Background: an optimization exercise with open tools, aiming at small area. Do not read the settings as production practice.
In this exercise RTL edits were held to simulation tests only and were not proved equivalent to the original.
No activity file was given, so power comes from the tool's default toggle rates.

== north ==
==> flow/design.v (excerpt) <==
module hdspbus (
    input  wire        clk,
    input  wire        rst,         
    input  wire        cmd_valid,
    output wire        cmd_ready,
    input  wire [31:0] cmd,
    output wire [15:0] status,
    output reg  [7:0]  a_out,
    output reg  [7:0]  d_out,
    output reg         d_oe,
    input  wire [7:0]  d_in,
    output reg  [7:0]  ce_n,
    output reg         wr_n,
    output reg         rd_n
);
    reg        errseen;
    reg  [2:0] lasterr;
    reg        tr;
    reg  [7:0] rdata;
    reg  [2:0] br;
    reg        fe, be, cl;
    reg  [7:0] streq;
    reg  [63:0] fmap;
    reg        busy;
    reg  [4:0] c;         
    reg        rd;        
    reg        test;      
    reg        all;       
    reg        flash;     
    reg        permod;    
    reg  [2:0] mod;       
    assign cmd_ready = ~busy;
    assign status    = {rdata, 2'b00, tr, lasterr, errseen, busy};
    wire [3:0] op = cmd[31:28];
    wire [3:0] sp = cmd[27:24];
    wire [7:0] ts = cmd[23:16];
    wire op_wrreg  = (op == 4'h1);
    wire op_rdreg  = (op == 4'h2);
    wire op_wrlog  = (op == 4'h3);
    wire op_wrpos  = (op == 4'h4);
    wire op_bri    = (op == 4'h5);
    wire op_fe     = (op == 4'h6);
    wire op_be     = (op == 4'h7);
    wire op_cl     = (op == 4'h8);
    wire op_self   = (op == 4'h9);
    wire op_rdtest = (op == 4'hA);
    wire op_ldfmap = (op == 4'hB);
    wire op_flash  = (op == 4'hC);
    wire op_set    = op_bri | op_fe | op_be | op_cl;
    wire nz_sp    = |sp;
    wire nz_ts    = |ts;
    wire nz_ts_hi = |ts[7:3];
    wire nz_ad_hi = |cmd[15:11];
    wire nz_ad    = nz_ad_hi | (|cmd[10:8]);
    wire nz_dt_hi = |cmd[7:3];
    wire nz_dt    = nz_dt_hi | (|cmd[2:0]);
  ...
For scale: ~540 cells after synthesis, roughly 6400 µm² of cells after synthesis.
export LEC_CHECK = 0
export CAP_MARGIN = 20
export CORE_MARGIN = 2
export CORE_UTILIZATION = 60
export PLACE_DENSITY = 0.8
export SLEW_MARGIN = 20
create_clock -name core_clock -period 10.0 [get_ports {clk}]
standard.sh (not shown) runs the stock make flow with config.mk's settings and CLKGATE_MAP_FILE= SYNTH_SCRIPT=/design/flow/synth_recipe.tcl, a recipe that flattens the netlist after the stock synthesis.
==> flow/flow/run.sh <==
#!/bin/bash
export BUFFER_PORTS_ARGS="-buffer_cell sky130_fd_sc_hd__buf_1"
export CTS_ARGS="-sink_clustering_enable -repair_clock_nets -dont_use_dummy_load -buf_list sky130_fd_sc_hd__clkbuf_8 -sink_clustering_size 25 -sink_clustering_max_diameter 60"
bash standard.sh > standard.log 2>&1
--- input diff north..south ---
- CORE_UTILIZATION: 60 -> 40
- PLACE_DENSITY: 0.8 -> 0.6
- CTS_BUF_LIST: unset -> sky130_fd_sc_hd__clkbuf_8
==> flow/run.sh (new file) <==
#!/bin/bash
# synth_recipe.tcl (not shown) runs the flow's synth.tcl, then flattens the netlist and writes it again
# the make line also repeats each setting of config.mk as NAME=value (left out here)
make -C /OpenROAD-flow-scripts/flow DESIGN_CONFIG=/design/flow/config.mk WORK_HOME=/design/flow/orfs CLKGATE_MAP_FILE= SYNTH_SCRIPT=/design/flow/synth_recipe.tcl finish
removed: flow/flow/run.sh
removed: flow/standard.sh
Results
- For multiplexer share of the synthesized area, north and south come out practically identical.
- Looking only at final weighted congestion of routability-driven global placement, and setting everything else aside, the lower value of south and north goes to north.
- After detailed routing, north needs less wire than south.
- Compared with north, south shows a total net switching power that is 15% higher.
- Total power of south is higher than that of north.
Edits applied to the flow inputs when going from south to east:
- CTS_BUF_LIST: sky130_fd_sc_hd__clkbuf_8 -> unset
==> flow/flow/run.sh (new file) <==
#!/bin/bash
export BUFFER_PORTS_ARGS="-buffer_cell sky130_fd_sc_hd__buf_1"
export CTS_ARGS="-sink_clustering_enable -repair_clock_nets -dont_use_dummy_load -buf_list sky130_fd_sc_hd__clkbuf_4 -sink_clustering_size 12 -sink_clustering_max_diameter 40"
bash standard.sh > standard.log 2>&1
==> flow/standard.sh (new file) <==
#!/bin/bash
# synth_recipe.tcl (not shown) runs the flow's synth.tcl, then flattens the netlist and writes it again
# the make line also repeats each setting of config.mk as NAME=value (left out here)
make -C /OpenROAD-flow-scripts/flow DESIGN_CONFIG=/design/flow/config.mk WORK_HOME=/design/flow/orfs CLKGATE_MAP_FILE= SYNTH_SCRIPT=/design/flow/synth_recipe.tcl "${@:-finish}"
removed: flow/run.sh
==> comparison <==
- Sort east and south by slew at the pin closest to its max-slew limit asc -> top: south
- Relative to south, final critical delay including setup and external delays decreased by 0.42 ns in east.
- Diff south -> east: number of antenna cells inserted went up 1; register share of the cell area went up by 5.4 points; total power shrank by about 17%.
- ~same number of instances in the synthesized netlist in east and south
- Going from south to east, clock network power share shrinks by 11 points.
- On total global-route track usage, east and south are neck and neck.
- Post-route clock period utilization: east lower than south
## Diff of input files: west against east
==> flow/flow/run.sh <==
#!/bin/bash
export BUFFER_PORTS_ARGS="-buffer_cell sky130_fd_sc_hd__buf_1"
export CTS_ARGS="-sink_clustering_enable -repair_clock_nets -dont_use_dummy_load -root_buf sky130_fd_sc_hd__clkbuf_8 -buf_list sky130_fd_sc_hd__clkbuf_4 -sink_clustering_size 12 -sink_clustering_max_diameter 40"
bash standard.sh > standard.log 2>&1
[summary]
[compare] base=east new=west: quantity of hold-fixing buffers added after cts neither gained nor lost much; share of power burned in combinational logic neither gained nor lost much. west vs. east: global router's overall resource usage did not really move; layout overhead on the synthesized area barely changed.

[port drivers added, routing unchanged]
No port has a modelled driver above. Below, the same layouts with a new extraction and two added sets of constraints. Step 1 sets driving cells, clkbuf_16 on the clock port and buf_2 on the other inputs (assumed; they add their load-dependent delay and slew). Step 2 also shifts input and output timing later by t, the mid clock arrival at the registers, as if the neighbouring blocks saw the same clock. Slacks: ideal ports / drivers / drivers and shift; pairs: ideal ports / drivers.
run | t, ns | setup slack, ns | clock arrival spread, ns | slew at the worst register clock pin (ns)
north | 0.451 | 5.111 / 5.121 / 4.670 | 0.026 / 0.026 | 0.08 / 0.08
south | 0.492 | 4.714 / 4.729 / 4.237 | 0.015 / 0.015 | 0.09 / 0.09
east | 0.548 | 5.139 / 5.152 / 4.603 | 0.045 / 0.045 | 0.12 / 0.12
west | 0.441 | 4.982 / 4.994 / 4.553 | 0.036 / 0.036 | 0.11 / 0.11
After both steps every run listed still meets setup and hold. For east, which loses most, drivers alone change the setup slack by +0.013 ns; drivers and shift together by -0.536 ns.
